This design comes from an exercise in tuning for small area and a short achievable clock period on the open sky130 flow, not from production work.
Only simulation tests tie the RTL to the original design; equivalence was not proved.

==> run a: inputs <==
// ign_engine
module ign_engine (
    input  wire        clk,
    input  wire        rst,           
    input  wire        edge_in,       
    input  wire        cmd_valid,     
    input  wire [2:0]  cmd_op,
    input  wire [31:0] cmd_data,
    output wire [1:0]  spark,         
    output reg  [1:0]  sync_state,    
    output reg  [1:0]  phase,         
    output wire        busy,
    output reg         ign_en,
    output reg  [1:0]  tidx,
    output reg  [1:0]  ref_idx,
    output reg  [15:0] rps,
    output reg  [15:0] rpm
);
    localparam N_SLOTS = 11;
    localparam [1:0] S_UNSYNC = 2'd0, S_SYNCING = 2'd1, S_SYNCED = 2'd2;
    localparam [1:0] P_IDLE = 2'd0, P_DELAY = 2'd1, P_DWELL = 2'd2;
    localparam [2:0] OP_METER_START = 3'd0;
    localparam [2:0] OP_METER_STOP  = 3'd1;
    localparam [2:0] OP_SET_RECORD  = 3'd2;
    localparam [2:0] OP_SET_SHIFT   = 3'd3;
    localparam [2:0] OP_IGN_INIT    = 3'd4;
    reg        meter;         
    reg        run0;
    reg [2:0]  psel0;
    reg [15:0] cnt0;
    reg        e0;            
    reg        e1;            
    reg [9:0]  psc0;
    reg        primed;
    reg        ch;
    reg [9:0]  psc1;          
    reg [2:0]  dsel;          
    reg        chain;         
    reg        dv;            
    reg [26:0] X;
    reg [9:0]  kreg;          
    reg [9:0]  cyc;           
    reg [1:0]  mage;          
    reg        scnt1;
    reg [16:0] h1, h2, h3;      
    reg [15:0] tbl_speed  [0:N_SLOTS-1];
    reg [7:0]  tbl_timing [0:N_SLOTS-1];
    reg [7:0]  shift_r;
    assign busy  = phase != P_IDLE;
    assign spark = {phase[1] & ch, phase[1] & ~ch};
    function [20:0] bksub20;
        input [19:0] a;
        input [19:0] b;
        integer i, l;
        reg [19:0] gg, pp;
        begin
            gg = ~a & b;          
            pp = ~(a ^ b);        
            for (l = 1; l < 32; l = l * 2)
                for (i = 2 * l - 1; i < 20; i = i + 2 * l) begin
                    gg[i] = gg[i] | (pp[i] & gg[i - l]);
                    pp[i] = pp[i] & pp[i - l];
                end
            for (l = 16; l >= 1; l = l / 2)
                for (i = 3 * l - 1; i < 20; i = i + 2 * l) begin
                    gg[i] = gg[i] | (pp[i] & gg[i - l]);
  ...
clock: 420.0 ns
lec_check: 0
abc_area: 1
cap_margin: 20
core_margin: 2
core_utilization: 70
place_density: 0.8
slew_margin: 20
run.sh (not shown) runs the stock make flow with config.mk's settings and CLKGATE_MAP_FILE= SYNTH_SCRIPT=/design/flow/synth_recipe.tcl, a recipe that flattens the netlist after the stock synthesis.
==> run b: changes against run a <==
--- a/flow/design.v
+++ b/flow/design.v
@@ -1,19 +1,19 @@
 module ign_engine (
     input  wire        clk,
     input  wire        rst,           
     input  wire        edge_in,       
     input  wire        cmd_valid,     
     input  wire [2:0]  cmd_op,
     input  wire [31:0] cmd_data,
-    output wire [1:0]  spark,         
+    output reg  [1:0]  spark,         
     output reg  [1:0]  sync_state,    
     output reg  [1:0]  phase,         
-    output wire        busy,
+    output reg         busy,
     output reg         ign_en,
     output reg  [1:0]  tidx,
     output reg  [1:0]  ref_idx,
     output reg  [15:0] rps,
     output reg  [15:0] rpm
 );
     localparam N_SLOTS = 11;
     localparam [1:0] S_UNSYNC = 2'd0, S_SYNCING = 2'd1, S_SYNCED = 2'd2;
@@ -40,18 +40,16 @@
     reg [9:0]  kreg;          
     reg [9:0]  cyc;           
     reg [1:0]  mage;          
     reg        scnt1;
     reg [16:0] h1, h2, h3;      
     reg [15:0] tbl_speed  [0:N_SLOTS-1];
     reg [7:0]  tbl_timing [0:N_SLOTS-1];
     reg [7:0]  shift_r;
-    assign busy  = phase != P_IDLE;
-    assign spark = {phase[1] & ch, phase[1] & ~ch};
     function [20:0] bksub20;
         input [19:0] a;
         input [19:0] b;
         integer i, l;
         reg [19:0] gg, pp;
         begin
             gg = ~a & b;          
             pp = ~(a ^ b);        
@@ -86,16 +84,54 @@
             for (l = 16; l >= 1; l = l / 2)
                 for (i = 3 * l - 1; i < 19; i = i + 2 * l) begin
                     gg[i] = gg[i] | (pp[i] & gg[i - l]);
                     pp[i] = pp[i] & pp[i - l];
                 end
             bkadd19 = a ^ b ^ {gg[17:0], ci};
         end
     endfunction
+    function [15:0] rinc16;
+        input [15:0] a;
+        input        ci;
+        integer i;
+        reg c;
+        begin
+            c = ci;
+            for (i = 0; i < 16; i = i + 1) begin
+                rinc16[i] = a[i] ^ c;
+                c = a[i] & c;
+            end
+        end
+    endfunction
+    function [16:0] rsub17;
+        input [16:0] a;
+        input [16:0] b;
+        integer i;
+        reg br;
+        begin
+            br = 1'b0;
+            for (i = 0; i < 17; i = i + 1) begin
+                rsub17[i] = a[i] ^ b[i] ^ br;
+                br = (~a[i] & b[i]) | (~(a[i] ^ b[i]) & br);
+            end
+        end
+    endfunction
+    function lt19;
+        input [18:0] a;
+        input [18:0] b;
+        integer i;
+        reg l;
+        begin
+            l = 1'b0;
+            for (i = 0; i < 19; i = i + 1)
+                l = (~a[i] & b[i]) | (~(a[i] ^ b[i]) & l);
+            lt19 = l;
+        end
+    endfunction
     function lt17;
         input [16:0] a;
         input [16:0] b;
         integer i;
         reg l;
         begin
             l = 1'b0;
             for (i = 0; i < 17; i = i + 1)
@@ -124,17 +160,18 @@
             3'd0:    mask0 = 10'd0;
             3'd1:    mask0 = 10'd7;
             3'd2:    mask0 = 10'd63;
             3'd3:    mask0 = 10'd255;
             default: mask0 = 10'd1023;
         endcase
     end
     wire tick0 = run0 && ((psc0 & mask0) == mask0);
-    wire [16:0] dur = {e0, cnt0} + {16'd0, tick0};
+    wire [15:0] dur_lo = rinc16(cnt0, tick0);
+    wire [16:0] dur = {e0 ^ (tick0 & (&cnt0)), dur_lo};
     wire [16:0] cs_s1 = h3 ^ h2 ^ h1;
     wire [16:0] cs_c1 = (h3 & h2) | (h3 & h1) | (h2 & h1);
     wire [17:0] cs_a  = {1'b0, cs_s1};
     wire [17:0] cs_b  = {cs_c1, 1'b0};
     wire [17:0] cs_d  = {1'b0, e0, cnt0};
     wire [17:0] cs_s2 = cs_a ^ cs_b ^ cs_d;
     wire [17:0] cs_c2 = (cs_a & cs_b) | (cs_a & cs_d) | (cs_b & cs_d);
     wire [18:0] S = bkadd19({1'b0, cs_s2}, {cs_c2, 1'b0}, tick0);
@@ -165,18 +202,20 @@
             wire [20:0] dd  = bksub20(rin, {1'b0, S});
             wire        ge  = ~dd[20];
             wire [19:0] nx  = ge ? dd[19:0] : rin;
             assign Q[gi] = ge;
             assign rr[gi] = nx[18:0] & M;
         end
     endgenerate
     wire [10:0] qs = Q[16:6];
-    wire [5:0]  q2 = Q[5:0] - {4'd0, Q[5:4]} - {5'd0, (rr[0] < rr[4])};
-    wire [16:0] rpm_full = {qs, q2} - {4'd0, qs, 2'b00};
+    wire [16:0] q2_a = rsub17({11'd0, Q[5:0]}, {15'd0, Q[5:4]});
+    wire [16:0] q2_b = rsub17(q2_a, {16'd0, lt19(rr[0], rr[4])});
+    wire [5:0]  q2 = q2_b[5:0];
+    wire [16:0] rpm_full = rsub17({qs, q2}, {4'd0, qs, 2'b00});
     wire [15:0] rps_new = !big ? {5'd0, qs} : Q[16] ? 16'hFFFF : Q[15:0];
     wire [15:0] rpm_new = big ? 16'hFFFF : rpm_full[15:0];
     function gt16;
         input [15:0] a;
         input [15:0] b;
         integer i;
         reg g, e;
         begin
@@ -224,17 +263,22 @@
             3'd1:    begin mask1 = 10'd7;    thr1 = 27'd3240;   end
             3'd2:    begin mask1 = 10'd63;   thr1 = 27'd23400;  end
             3'd3:    begin mask1 = 10'd255;  thr1 = 27'd92520;  end
             default: begin mask1 = 10'd1023; thr1 = 27'd369000; end
         endcase
     end
     wire blk1 = (psc1 & mask1) == mask1;
     wire [26:0] X_sub = rsub27(X, chain ? 27'd1 : 27'd360);
-    wire [9:0]  cyc_inc = cyc + 10'd1;
+    wire [15:0] cyc_i16 = rinc16({6'd0, cyc}, 1'b1);
+    wire [9:0]  cyc_inc = cyc_i16[9:0];
+    wire [15:0] psc0_i16 = rinc16({6'd0, psc0}, 1'b1);
+    wire [15:0] psc1_i16 = rinc16({6'd0, psc1}, 1'b1);
+    wire [15:0] cnt0_inc = rinc16(cnt0, 1'b1);
+    wire [15:0] k_i16 = rinc16({6'd0, X[17:8]}, |X[7:0]);
     wire [9:0]  r_sh  = {cyc[8:0], X[26]};
     reg [9:0]  div_end;
     always @*
         case (psel0)
             3'd0:    div_end = 10'd17;
             3'd1:    div_end = 10'd20;
             3'd2:    div_end = 10'd23;
             3'd3:    div_end = 10'd25;
@@ -275,39 +319,39 @@
         n_psc1 = psc1; n_kreg = kreg; n_cyc = cyc; n_dsel = dsel; n_X = X;
         n_mage = mage;
         n_phase = phase; n_sstate = sync_state; n_tidx = tidx; n_ref = ref_idx;
         n_scnt1 = scnt1;
         n_rps = rps; n_rpm = rpm;
         ev = 1'b0; fire = 1'b0; fire_ch = 1'b0; dlv = 1'b0;
         if (run0) begin
             if (!tick0) begin
-                n_psc0 = psc0 + 10'd1;
+                n_psc0 = psc0_i16[9:0];
             end else begin
                 n_psc0 = 10'd0;
                 if (cnt0 == 16'hFFFF) begin
                     n_cnt0 = 16'd0;
                     n_e0 = ~e0; n_e1 = e1 | e0;
                     if (e0 | e1) begin
                         n_primed = 1'b0;
                         stall_action;
                     end
                 end else begin
-                    n_cnt0 = cnt0 + 16'd1;
+                    n_cnt0 = cnt0_inc;
                 end
             end
         end
         if (n_phase != P_IDLE) begin
-            n_psc1 = psc1 + 10'd1;
+            n_psc1 = psc1_i16[9:0];
             if (!chain) begin
                 n_X = X_sub;
                 if (blk1 && X < thr1) ev = 1'b1;
             end else if (dv) begin
                 if (psc1 == div_end) begin
-                    n_kreg = X[17:8] + {9'd0, |X[7:0]};
+                    n_kreg = k_i16[9:0];
                     n_cyc = 10'd0;
                     n_dv = 1'b0;
                 end else begin
                     n_cyc = {1'b0, r_ge ? r_sh[8:0] - 9'd360 : r_sh[8:0]};
                     n_X = {X[25:0], r_ge};
                 end
             end else if (blk1) begin
                 n_X = X_sub;
@@ -318,16 +362,27 @@
                     n_cyc = cyc_inc;
                 end
             end
             if (ev) begin
                 if (phase == P_DELAY) start_dwell;
                 else n_phase = P_IDLE;
             end
         end
+        if (n_phase == P_IDLE) begin
+            n_ch = tidx != ref_idx;
+            if (value == 8'd0) begin
+                n_dsel = 3'd0; n_chain = 1'b0; n_dv = 1'b0;
+                n_X = 27'd576000; n_psc1 = 10'd0;
+            end else begin
+                n_X = lt1024 ? P[26:0] : u; n_psc1 = 10'd0; n_cyc = 10'd0;
+                n_dsel = arm_dsel;
+                n_chain = !lt1024; n_dv = !lt1024;
+            end
+        end
         if (edge_in && run0) begin
             n_cnt0 = 16'd0; n_e0 = 1'b0; n_e1 = 1'b0; n_psc0 = 10'd0;
             if (!n_primed) begin
                 n_primed = 1'b1;
             end else if (dur > 17'd100000) begin
                 stall_action;
             end else begin
                 dlv = 1'b1;
@@ -348,25 +403,20 @@
                 if (sync_state == S_SYNCED && ign_en) begin
                     if (tidx == ref_idx) begin
                         fire = 1'b1; fire_ch = 1'b0;
                     end else if (tidx == ref_idx + 2'd2) begin
                         fire = 1'b1; fire_ch = 1'b1;
                     end
                 end
                 if (fire && n_phase == P_IDLE) begin
-                    n_ch = fire_ch;
-                    if (value == 8'd0) begin
-                        start_dwell;
-                    end else if (arm_ok) begin
+                    if (value == 8'd0)
+                        n_phase = P_DWELL;
+                    else if (arm_ok)
                         n_phase = P_DELAY;
-                        n_X = lt1024 ? P[26:0] : u; n_psc1 = 10'd0; n_cyc = 10'd0;
-                        n_dsel = arm_dsel;
-                        n_chain = !lt1024; n_dv = !lt1024;
-                    end
                 end
             end
         end
         if (cmd_valid) begin
             case (cmd_op)
                 OP_METER_START: if (cmd_data[2:0] <= 3'd4) begin
                     n_meter = 1'b1; n_run0 = 1'b1; n_psel0 = cmd_data[2:0];
                     n_cnt0 = 16'd0; n_e0 = 1'b0; n_e1 = 1'b0; n_psc0 = 10'd0;
@@ -388,17 +438,20 @@
         end
     end
     always @(posedge clk) begin
         if (rst) begin
             meter <= 1'b0; run0 <= 1'b0;
             ign_en <= 1'b0; phase <= P_IDLE;
             sync_state <= S_UNSYNC; tidx <= 2'd0; ref_idx <= 2'd0; scnt1 <= 1'b0;
             rps <= 16'd0; rpm <= 16'd0;
+            busy <= 1'b0; spark <= 2'b00;
         end else begin
+            busy <= n_phase != P_IDLE;
+            spark <= {n_phase == P_DWELL && n_ch, n_phase == P_DWELL && !n_ch};
             meter <= n_meter; run0 <= n_run0;
             ign_en <= n_ign_en; phase <= n_phase;
             sync_state <= n_sstate; tidx <= n_tidx; ref_idx <= n_ref; scnt1 <= n_scnt1;
             rps <= n_rps; rpm <= n_rpm;
         end
     end
     always @(posedge clk) begin
         primed <= n_primed; psel0 <= n_psel0;
Settings changed: CTS_BUF_LIST set to sky130_fd_sc_hd__clkbuf_16, CTS_CLUSTER_DIAMETER set to 100, CTS_CLUSTER_SIZE set to 30.
==> results.txt <==
Against run b, the utilization of run a is higher by 0.78 points. Of run a and run b, run a has the higher cell count (gap about 6%, measured against run b). Run b completed with no timing, DRC or antenna violations. Run a went through all stages and came out clean. Via count: run b is lower than run a (5.3%). Against run b, the flip-flop and latch count of run a is lower by 3.

---

==> inputs of yarrow <==
Another version of the RTL of ign_engine (not shown whole).
clock: 420.0 ns
lec_check: 0
abc_area: 1
cap_margin: 20
core_margin: 2
core_utilization: 70
cts_buf_list: sky130_fd_sc_hd__clkbuf_8
cts_cluster_diameter: 60
cts_cluster_size: 12
place_density: 0.8
slew_margin: 20
==> onyx (differences from yarrow) <==
--- a/flow/design.v
+++ b/flow/design.v
@@ -1,18 +1,18 @@
 module ign_engine (
     input  wire        clk,
     input  wire        rst,           
     input  wire        edge_in,       
     input  wire        cmd_valid,     
     input  wire [2:0]  cmd_op,
     input  wire [31:0] cmd_data,
-    output reg  [1:0]  spark,         
+    output wire [1:0]  spark,         
     output reg  [1:0]  sync_state,    
     output reg  [1:0]  phase,         
-    output reg         busy,
+    output wire        busy,
     output reg         ign_en,
     output reg  [1:0]  tidx,
     output reg  [1:0]  ref_idx,
     output reg  [15:0] rps,
     output reg  [15:0] rpm
 );
     localparam N_SLOTS = 11;
@@ -32,23 +32,24 @@
     reg [9:0]  psc0;
     reg        primed;
     reg        ch;
     reg [9:0]  psc1;          
     reg [2:0]  dsel;          
     reg        chain;         
     reg        dv;            
-    reg [26:0] X;
+    reg [36:0] X;
     reg [9:0]  kreg;          
     reg [9:0]  cyc;           
-    reg [1:0]  mage;          
     reg        scnt1;
     reg [16:0] h1, h2, h3;      
     reg [15:0] tbl_speed  [0:N_SLOTS-1];
     reg [7:0]  tbl_timing [0:N_SLOTS-1];
     reg [7:0]  shift_r;
+    assign busy  = phase != P_IDLE;
+    assign spark = {phase[1] & ch, phase[1] & ~ch};
     function [20:0] bksub20;
         input [19:0] a;
         input [19:0] b;
         integer i, l;
         reg [19:0] gg, pp;
         begin
             gg = ~a & b;          
@@ -97,27 +98,27 @@
         begin
             l = 1'b0;
             for (i = 0; i < 17; i = i + 1)
                 l = (~a[i] & b[i]) | (~(a[i] ^ b[i]) & l);
             lt17 = l;
         end
     endfunction
-    function [26:0] rsub27;
-        input [26:0] a;
-        input [26:0] b;
+    function [36:0] rsub37;
+        input [36:0] a;
+        input [36:0] b;
         integer i;
         reg br;
-        reg [26:0] d;
+        reg [36:0] d;
         begin
             br = 1'b0;
-            for (i = 0; i < 27; i = i + 1) begin
+            for (i = 0; i < 37; i = i + 1) begin
                 d[i] = a[i] ^ b[i] ^ br;
                 br = (~a[i] & b[i]) | (~(a[i] ^ b[i]) & br);
             end
-            rsub27 = d;
+            rsub37 = d;
         end
     endfunction
     reg [9:0] mask0;
     always @* begin
         case (psel0)
             3'd0:    mask0 = 10'd0;
             3'd1:    mask0 = 10'd7;
@@ -132,17 +133,20 @@
     wire [16:0] cs_c1 = (h3 & h2) | (h3 & h1) | (h2 & h1);
     wire [17:0] cs_a  = {1'b0, cs_s1};
     wire [17:0] cs_b  = {cs_c1, 1'b0};
     wire [17:0] cs_d  = {1'b0, e0, cnt0};
     wire [17:0] cs_s2 = cs_a ^ cs_b ^ cs_d;
     wire [17:0] cs_c2 = (cs_a & cs_b) | (cs_a & cs_d) | (cs_b & cs_d);
     wire [18:0] S = bkadd19({1'b0, cs_s2}, {cs_c2, 1'b0}, tick0);
-    wire [16:0] mmin = (mage == 2'd0) ? h1 : (mage == 2'd1) ? h2 : h3;
-    wire        lnew = lt17(dur, mmin);
-    wire [1:0]  lock_ref = lnew ? 2'd3 : 2'd2 - mage;
+    wire        l1 = lt17(h2, h3);
+    wire [16:0] m01 = l1 ? h2 : h3;
+    wire        l2 = lt17(h1, m01);
+    wire [16:0] m012 = l2 ? h1 : m01;
+    wire        l3 = lt17(dur, m012);
+    wire [1:0]  lock_ref = l3 ? 2'd3 : l2 ? 2'd2 : l1 ? 2'd1 : 2'd0;
     reg [23:0] f;
     reg [13:0] c_sat;
     always @* begin
         case (psel0)
             3'd0:    begin f = 24'd16000000; c_sat = 14'd14648; end
             3'd1:    begin f = 24'd2000000;  c_sat = 14'd1831;  end
             3'd2:    begin f = 24'd250000;   c_sat = 14'd228;   end
@@ -211,47 +215,37 @@
     wire lt1    = P < 37'd92520;
     wire lt8    = P < 37'd740160;
     wire lt64   = P < 37'd5921280;
     wire lt256  = P < 37'd23685120;
     wire lt1024 = P < 37'd94740480;
     wire [2:0] arm_dsel = lt1 ? 3'd0 : lt8 ? 3'd1 : lt64 ? 3'd2 : lt256 ? 3'd3 : 3'd4;
     reg [9:0]  mask1;
-    reg [26:0] thr1;
+    reg [36:0] thr1;
     always @* begin
         case (dsel)
-            3'd0:    begin mask1 = 10'd0;    thr1 = 27'd720;    end
-            3'd1:    begin mask1 = 10'd7;    thr1 = 27'd3240;   end
-            3'd2:    begin mask1 = 10'd63;   thr1 = 27'd23400;  end
-            3'd3:    begin mask1 = 10'd255;  thr1 = 27'd92520;  end
-            default: begin mask1 = 10'd1023; thr1 = 27'd369000; end
+            3'd0:    begin mask1 = 10'd0;    thr1 = 37'd720;    end
+            3'd1:    begin mask1 = 10'd7;    thr1 = 37'd3240;   end
+            3'd2:    begin mask1 = 10'd63;   thr1 = 37'd23400;  end
+            3'd3:    begin mask1 = 10'd255;  thr1 = 37'd92520;  end
+            default: begin mask1 = 10'd1023; thr1 = 37'd369000; end
         endcase
     end
     wire blk1 = (psc1 & mask1) == mask1;
-    wire [26:0] X_sub = rsub27(X, chain ? 27'd1 : 27'd360);
+    wire [36:0] X_sub = rsub37(X, chain ? 37'd1024 : 37'd360);
     wire [9:0]  cyc_inc = cyc + 10'd1;
-    wire [9:0]  r_sh  = {cyc[8:0], X[26]};
-    reg [9:0]  div_end;
-    always @*
-        case (psel0)
-            3'd0:    div_end = 10'd17;
-            3'd1:    div_end = 10'd20;
-            3'd2:    div_end = 10'd23;
-            3'd3:    div_end = 10'd25;
-            default: div_end = 10'd27;
-        endcase
+    wire [9:0]  r_sh  = {cyc[8:0], X[36]};
     wire        r_ge  = r_sh >= 10'd360;
     reg        n_meter, n_run0, n_primed, n_e0, n_e1;
     reg [2:0]  n_psel0;
     reg [15:0] n_cnt0;
     reg [9:0]  n_psc0;
     reg        n_ch, n_ign_en, n_chain, n_dv;
     reg [9:0]  n_psc1, n_kreg, n_cyc;
     reg [2:0]  n_dsel;
-    reg [26:0] n_X;
-    reg [1:0]  n_mage;
+    reg [36:0] n_X;
     reg [1:0]  n_phase, n_sstate, n_tidx, n_ref;
     reg        n_scnt1;
     reg [15:0] n_rps, n_rpm;
     reg        ev, fire, fire_ch, dlv;
     task stall_action;
         begin
             n_sstate = S_UNSYNC; n_tidx = 2'd0; n_scnt1 = 1'b0; n_ref = 2'd0;
@@ -259,23 +253,22 @@
             n_phase = P_IDLE;    
         end
     endtask
     task start_dwell;    
         begin
             n_phase = P_DWELL;
             n_dsel = 3'd0; n_chain = 1'b0; n_dv = 1'b0;
-            n_X = 27'd576000; n_psc1 = 10'd0;
+            n_X = 37'd576000; n_psc1 = 10'd0;
         end
     endtask
     always @* begin
         n_meter = meter; n_run0 = run0; n_primed = primed; n_psel0 = psel0;
         n_cnt0 = cnt0; n_e0 = e0; n_e1 = e1; n_psc0 = psc0;
         n_ch = ch; n_ign_en = ign_en; n_chain = chain; n_dv = dv;
         n_psc1 = psc1; n_kreg = kreg; n_cyc = cyc; n_dsel = dsel; n_X = X;
-        n_mage = mage;
         n_phase = phase; n_sstate = sync_state; n_tidx = tidx; n_ref = ref_idx;
         n_scnt1 = scnt1;
         n_rps = rps; n_rpm = rpm;
         ev = 1'b0; fire = 1'b0; fire_ch = 1'b0; dlv = 1'b0;
         if (run0) begin
             if (!tick0) begin
                 n_psc0 = psc0 + 10'd1;
@@ -295,57 +288,45 @@
         end
         if (n_phase != P_IDLE) begin
             n_psc1 = psc1 + 10'd1;
             if (!chain) begin
                 n_X = X_sub;
                 if (blk1 && X < thr1) ev = 1'b1;
             end else if (dv) begin
-                if (psc1 == div_end) begin
-                    n_kreg = X[17:8] + {9'd0, |X[7:0]};
+                if (psc1 == 10'd37) begin
+                    n_kreg = X[27:18] + {9'd0, |X[17:10]};
                     n_cyc = 10'd0;
                     n_dv = 1'b0;
                 end else begin
                     n_cyc = {1'b0, r_ge ? r_sh[8:0] - 9'd360 : r_sh[8:0]};
-                    n_X = {X[25:0], r_ge};
+                    n_X = {X[35:0], r_ge};
                 end
             end else if (blk1) begin
                 n_X = X_sub;
                 if (cyc_inc == kreg) begin
                     n_cyc = 10'd0;
-                    if (X_sub[17:0] < {8'd0, kreg}) ev = 1'b1;
+                    if (X_sub[27:10] < {8'd0, kreg}) ev = 1'b1;
                 end else begin
                     n_cyc = cyc_inc;
                 end
             end
             if (ev) begin
                 if (phase == P_DELAY) start_dwell;
                 else n_phase = P_IDLE;
             end
         end
-        if (n_phase == P_IDLE) begin
-            n_ch = tidx != ref_idx;
-            if (value == 8'd0) begin
-                n_dsel = 3'd0; n_chain = 1'b0; n_dv = 1'b0;
-                n_X = 27'd576000; n_psc1 = 10'd0;
-            end else begin
-                n_X = lt1024 ? P[26:0] : u; n_psc1 = 10'd0; n_cyc = 10'd0;
-                n_dsel = arm_dsel;
-                n_chain = !lt1024; n_dv = !lt1024;
-            end
-        end
         if (edge_in && run0) begin
             n_cnt0 = 16'd0; n_e0 = 1'b0; n_e1 = 1'b0; n_psc0 = 10'd0;
             if (!n_primed) begin
                 n_primed = 1'b1;
             end else if (dur > 17'd100000) begin
                 stall_action;
             end else begin
                 dlv = 1'b1;
                 n_tidx = tidx + 2'd1;
-                n_mage = (tidx == 2'd0 || lnew) ? 2'd0 : mage + 2'd1;
                 if (sync_state == S_UNSYNC)
                     n_sstate = S_SYNCING;
                 if (n_sstate == S_SYNCING && tidx == 2'd3) begin
                     n_scnt1 = 1'b1;
                     if (scnt1) begin
                         n_ref = lock_ref;
                         n_sstate = S_SYNCED;
@@ -358,18 +339,23 @@
                     if (tidx == ref_idx) begin
                         fire = 1'b1; fire_ch = 1'b0;
                     end else if (tidx == ref_idx + 2'd2) begin
                         fire = 1'b1; fire_ch = 1'b1;
                     end
                 end
                 if (fire && n_phase == P_IDLE) begin
-                    if (value == 8'd0)
-                        n_phase = P_DWELL;
-                    else if (arm_ok)
+                    n_ch = fire_ch;
+                    if (value == 8'd0) begin
+                        start_dwell;
+                    end else if (arm_ok) begin
                         n_phase = P_DELAY;
+                        n_X = P; n_psc1 = 10'd0; n_cyc = 10'd0;
+                        n_dsel = arm_dsel;
+                        n_chain = !lt1024; n_dv = !lt1024;
+                    end
                 end
             end
         end
         if (cmd_valid) begin
             case (cmd_op)
                 OP_METER_START: if (cmd_data[2:0] <= 3'd4) begin
                     n_meter = 1'b1; n_run0 = 1'b1; n_psel0 = cmd_data[2:0];
@@ -393,32 +379,29 @@
     end
     always @(posedge clk) begin
         if (rst) begin
             meter <= 1'b0; run0 <= 1'b0;
             ign_en <= 1'b0; phase <= P_IDLE;
             sync_state <= S_UNSYNC; tidx <= 2'd0; ref_idx <= 2'd0; scnt1 <= 1'b0;
             rps <= 16'd0; rpm <= 16'd0;
-            busy <= 1'b0; spark <= 2'b00;
         end else begin
-            busy <= n_phase != P_IDLE;
-            spark <= {n_phase == P_DWELL && n_ch, n_phase == P_DWELL && !n_ch};
             meter <= n_meter; run0 <= n_run0;
             ign_en <= n_ign_en; phase <= n_phase;
             sync_state <= n_sstate; tidx <= n_tidx; ref_idx <= n_ref; scnt1 <= n_scnt1;
             rps <= n_rps; rpm <= n_rpm;
         end
     end
     always @(posedge clk) begin
         primed <= n_primed; psel0 <= n_psel0;
         cnt0 <= n_cnt0; e0 <= n_e0; e1 <= n_e1; psc0 <= n_psc0;
         if (dlv) begin
             h3 <= h2; h2 <= h1; h1 <= dur;
         end
         ch <= n_ch; psc1 <= n_psc1; dsel <= n_dsel; chain <= n_chain; dv <= n_dv;
-        X <= n_X; kreg <= n_kreg; cyc <= n_cyc; mage <= n_mage;
+        X <= n_X; kreg <= n_kreg; cyc <= n_cyc;
     end
     always @(posedge clk) begin
         if (cmd_valid && cmd_op == OP_SET_RECORD &&
             cmd_data[27:24] < N_SLOTS && cmd_data[23:16] <= 8'd180) begin
             tbl_speed[cmd_data[27:24]]  <= cmd_data[15:0];
             tbl_timing[cmd_data[27:24]] <= cmd_data[23:16];
         end
CORE_UTILIZATION = 30   (was 70)
CTS_BUF_LIST = sky130_fd_sc_hd__clkbuf_4   (was sky130_fd_sc_hd__clkbuf_8)
CTS_CLUSTER_DIAMETER = default   (was 60)
CTS_CLUSTER_SIZE = 20   (was 12)
PLACE_DENSITY = 0.4   (was 0.8)
==> indigo (differences from yarrow) <==
--- a/flow/design.v
+++ b/flow/design.v
@@ -85,14 +85,52 @@
                 for (i = 3 * l - 1; i < 19; i = i + 2 * l) begin
                     gg[i] = gg[i] | (pp[i] & gg[i - l]);
                     pp[i] = pp[i] & pp[i - l];
                 end
             bkadd19 = a ^ b ^ {gg[17:0], ci};
         end
     endfunction
+    function [15:0] rinc16;
+        input [15:0] a;
+        input        ci;
+        integer i;
+        reg c;
+        begin
+            c = ci;
+            for (i = 0; i < 16; i = i + 1) begin
+                rinc16[i] = a[i] ^ c;
+                c = a[i] & c;
+            end
+        end
+    endfunction
+    function [16:0] rsub17;
+        input [16:0] a;
+        input [16:0] b;
+        integer i;
+        reg br;
+        begin
+            br = 1'b0;
+            for (i = 0; i < 17; i = i + 1) begin
+                rsub17[i] = a[i] ^ b[i] ^ br;
+                br = (~a[i] & b[i]) | (~(a[i] ^ b[i]) & br);
+            end
+        end
+    endfunction
+    function lt19;
+        input [18:0] a;
+        input [18:0] b;
+        integer i;
+        reg l;
+        begin
+            l = 1'b0;
+            for (i = 0; i < 19; i = i + 1)
+                l = (~a[i] & b[i]) | (~(a[i] ^ b[i]) & l);
+            lt19 = l;
+        end
+    endfunction
     function lt17;
         input [16:0] a;
         input [16:0] b;
         integer i;
         reg l;
         begin
             l = 1'b0;
@@ -123,15 +161,16 @@
             3'd1:    mask0 = 10'd7;
             3'd2:    mask0 = 10'd63;
             3'd3:    mask0 = 10'd255;
             default: mask0 = 10'd1023;
         endcase
     end
     wire tick0 = run0 && ((psc0 & mask0) == mask0);
-    wire [16:0] dur = {e0, cnt0} + {16'd0, tick0};
+    wire [15:0] dur_lo = rinc16(cnt0, tick0);
+    wire [16:0] dur = {e0 ^ (tick0 & (&cnt0)), dur_lo};
     wire [16:0] cs_s1 = h3 ^ h2 ^ h1;
     wire [16:0] cs_c1 = (h3 & h2) | (h3 & h1) | (h2 & h1);
     wire [17:0] cs_a  = {1'b0, cs_s1};
     wire [17:0] cs_b  = {cs_c1, 1'b0};
     wire [17:0] cs_d  = {1'b0, e0, cnt0};
     wire [17:0] cs_s2 = cs_a ^ cs_b ^ cs_d;
     wire [17:0] cs_c2 = (cs_a & cs_b) | (cs_a & cs_d) | (cs_b & cs_d);
@@ -164,16 +203,18 @@
             wire        ge  = ~dd[20];
             wire [19:0] nx  = ge ? dd[19:0] : rin;
             assign Q[gi] = ge;
             assign rr[gi] = nx[18:0] & M;
         end
     endgenerate
     wire [10:0] qs = Q[16:6];
-    wire [5:0]  q2 = Q[5:0] - {4'd0, Q[5:4]} - {5'd0, (rr[0] < rr[4])};
-    wire [16:0] rpm_full = {qs, q2} - {4'd0, qs, 2'b00};
+    wire [16:0] q2_a = rsub17({11'd0, Q[5:0]}, {15'd0, Q[5:4]});
+    wire [16:0] q2_b = rsub17(q2_a, {16'd0, lt19(rr[0], rr[4])});
+    wire [5:0]  q2 = q2_b[5:0];
+    wire [16:0] rpm_full = rsub17({qs, q2}, {4'd0, qs, 2'b00});
     wire [15:0] rps_new = !big ? {5'd0, qs} : Q[16] ? 16'hFFFF : Q[15:0];
     wire [15:0] rpm_new = big ? 16'hFFFF : rpm_full[15:0];
     function gt16;
         input [15:0] a;
         input [15:0] b;
         integer i;
         reg g, e;
@@ -223,15 +264,20 @@
             3'd2:    begin mask1 = 10'd63;   thr1 = 27'd23400;  end
             3'd3:    begin mask1 = 10'd255;  thr1 = 27'd92520;  end
             default: begin mask1 = 10'd1023; thr1 = 27'd369000; end
         endcase
     end
     wire blk1 = (psc1 & mask1) == mask1;
     wire [26:0] X_sub = rsub27(X, chain ? 27'd1 : 27'd360);
-    wire [9:0]  cyc_inc = cyc + 10'd1;
+    wire [15:0] cyc_i16 = rinc16({6'd0, cyc}, 1'b1);
+    wire [9:0]  cyc_inc = cyc_i16[9:0];
+    wire [15:0] psc0_i16 = rinc16({6'd0, psc0}, 1'b1);
+    wire [15:0] psc1_i16 = rinc16({6'd0, psc1}, 1'b1);
+    wire [15:0] cnt0_inc = rinc16(cnt0, 1'b1);
+    wire [15:0] k_i16 = rinc16({6'd0, X[17:8]}, |X[7:0]);
     wire [9:0]  r_sh  = {cyc[8:0], X[26]};
     reg [9:0]  div_end;
     always @*
         case (psel0)
             3'd0:    div_end = 10'd17;
             3'd1:    div_end = 10'd20;
             3'd2:    div_end = 10'd23;
@@ -274,37 +320,37 @@
         n_mage = mage;
         n_phase = phase; n_sstate = sync_state; n_tidx = tidx; n_ref = ref_idx;
         n_scnt1 = scnt1;
         n_rps = rps; n_rpm = rpm;
         ev = 1'b0; fire = 1'b0; fire_ch = 1'b0; dlv = 1'b0;
         if (run0) begin
             if (!tick0) begin
-                n_psc0 = psc0 + 10'd1;
+                n_psc0 = psc0_i16[9:0];
             end else begin
                 n_psc0 = 10'd0;
                 if (cnt0 == 16'hFFFF) begin
                     n_cnt0 = 16'd0;
                     n_e0 = ~e0; n_e1 = e1 | e0;
                     if (e0 | e1) begin
                         n_primed = 1'b0;
                         stall_action;
                     end
                 end else begin
-                    n_cnt0 = cnt0 + 16'd1;
+                    n_cnt0 = cnt0_inc;
                 end
             end
         end
         if (n_phase != P_IDLE) begin
-            n_psc1 = psc1 + 10'd1;
+            n_psc1 = psc1_i16[9:0];
             if (!chain) begin
                 n_X = X_sub;
                 if (blk1 && X < thr1) ev = 1'b1;
             end else if (dv) begin
                 if (psc1 == div_end) begin
-                    n_kreg = X[17:8] + {9'd0, |X[7:0]};
+                    n_kreg = k_i16[9:0];
                     n_cyc = 10'd0;
                     n_dv = 1'b0;
                 end else begin
                     n_cyc = {1'b0, r_ge ? r_sh[8:0] - 9'd360 : r_sh[8:0]};
                     n_X = {X[25:0], r_ge};
                 end
             end else if (blk1) begin
CAP_MARGIN = 0   (was 20)
CTS_BUF_LIST = sky130_fd_sc_hd__clkbuf_16   (was sky130_fd_sc_hd__clkbuf_8)
CTS_CLUSTER_DIAMETER = 80   (was 60)
CTS_CLUSTER_SIZE = 20   (was 12)
SLEW_MARGIN = 0   (was 20)
==> results.txt <==
Against yarrow, the register-to-register slack of indigo is worse by 2.7 ns.
Global-route usage: onyx is lower than indigo (17 points).
Of yarrow and indigo, yarrow has the higher clock skew (gap 0.032 ns).
Worst hold slack, highest first: indigo, yarrow, onyx.
The highest first-iteration DRC count belongs to yarrow, the lowest to onyx.
Cell area, highest first: onyx, yarrow, indigo.
The lowest core utilization belongs to onyx, the highest to indigo.
Clock-buffer cell count, lowest first: indigo, yarrow, onyx.
The lowest non-clock buffer count belongs to indigo, the highest to onyx.

-- afterwards: timing with drivers on the ports --
No port has a modelled driver above. Below, the same layouts with a new extraction and two added sets of constraints. Step 1 assumes that a clkbuf_16 drives the clock port and a buf_2 every other input. Step 2 times the ports against the registers' clock, not the clock port: input delays grow and output delays shrink by t, the midpoint of the rising clock arrivals with the driver on. a / b / c = ideal / step 1 / step 2; a / b = the first two.
| run | t (ns) | setup slack, ns | hold slack, ns | worst setup path after step 2 | worst slew at a driven data input, ns |
|---|---|---|---|---|---|
| run a | 0.669 | 332.900 / 332.942 / 332.273 | 0.458 / 0.458 / 0.458 | input to register | 0.09 |
| run b | 0.668 | 333.350 / 333.386 / 332.718 | 0.502 / 0.502 / 0.502 | input to register | 0.08 |
| yarrow | 0.718 | 333.538 / 333.580 / 332.862 | 0.471 / 0.471 / 0.471 | input to register | 0.06 |
| onyx | 1.149 | 333.238 / 333.288 / 332.139 | 0.455 / 0.455 / 0.455 | input to register | 0.09 |
| indigo | 0.699 | 333.417 / 333.465 / 332.766 | 0.499 / 0.499 / 0.499 | input to register | 0.08 |
After both steps setup and hold are still met in every run listed. The setup slack of onyx, which loses most, moves by +0.050 ns with the drivers and by -1.099 ns with both steps.
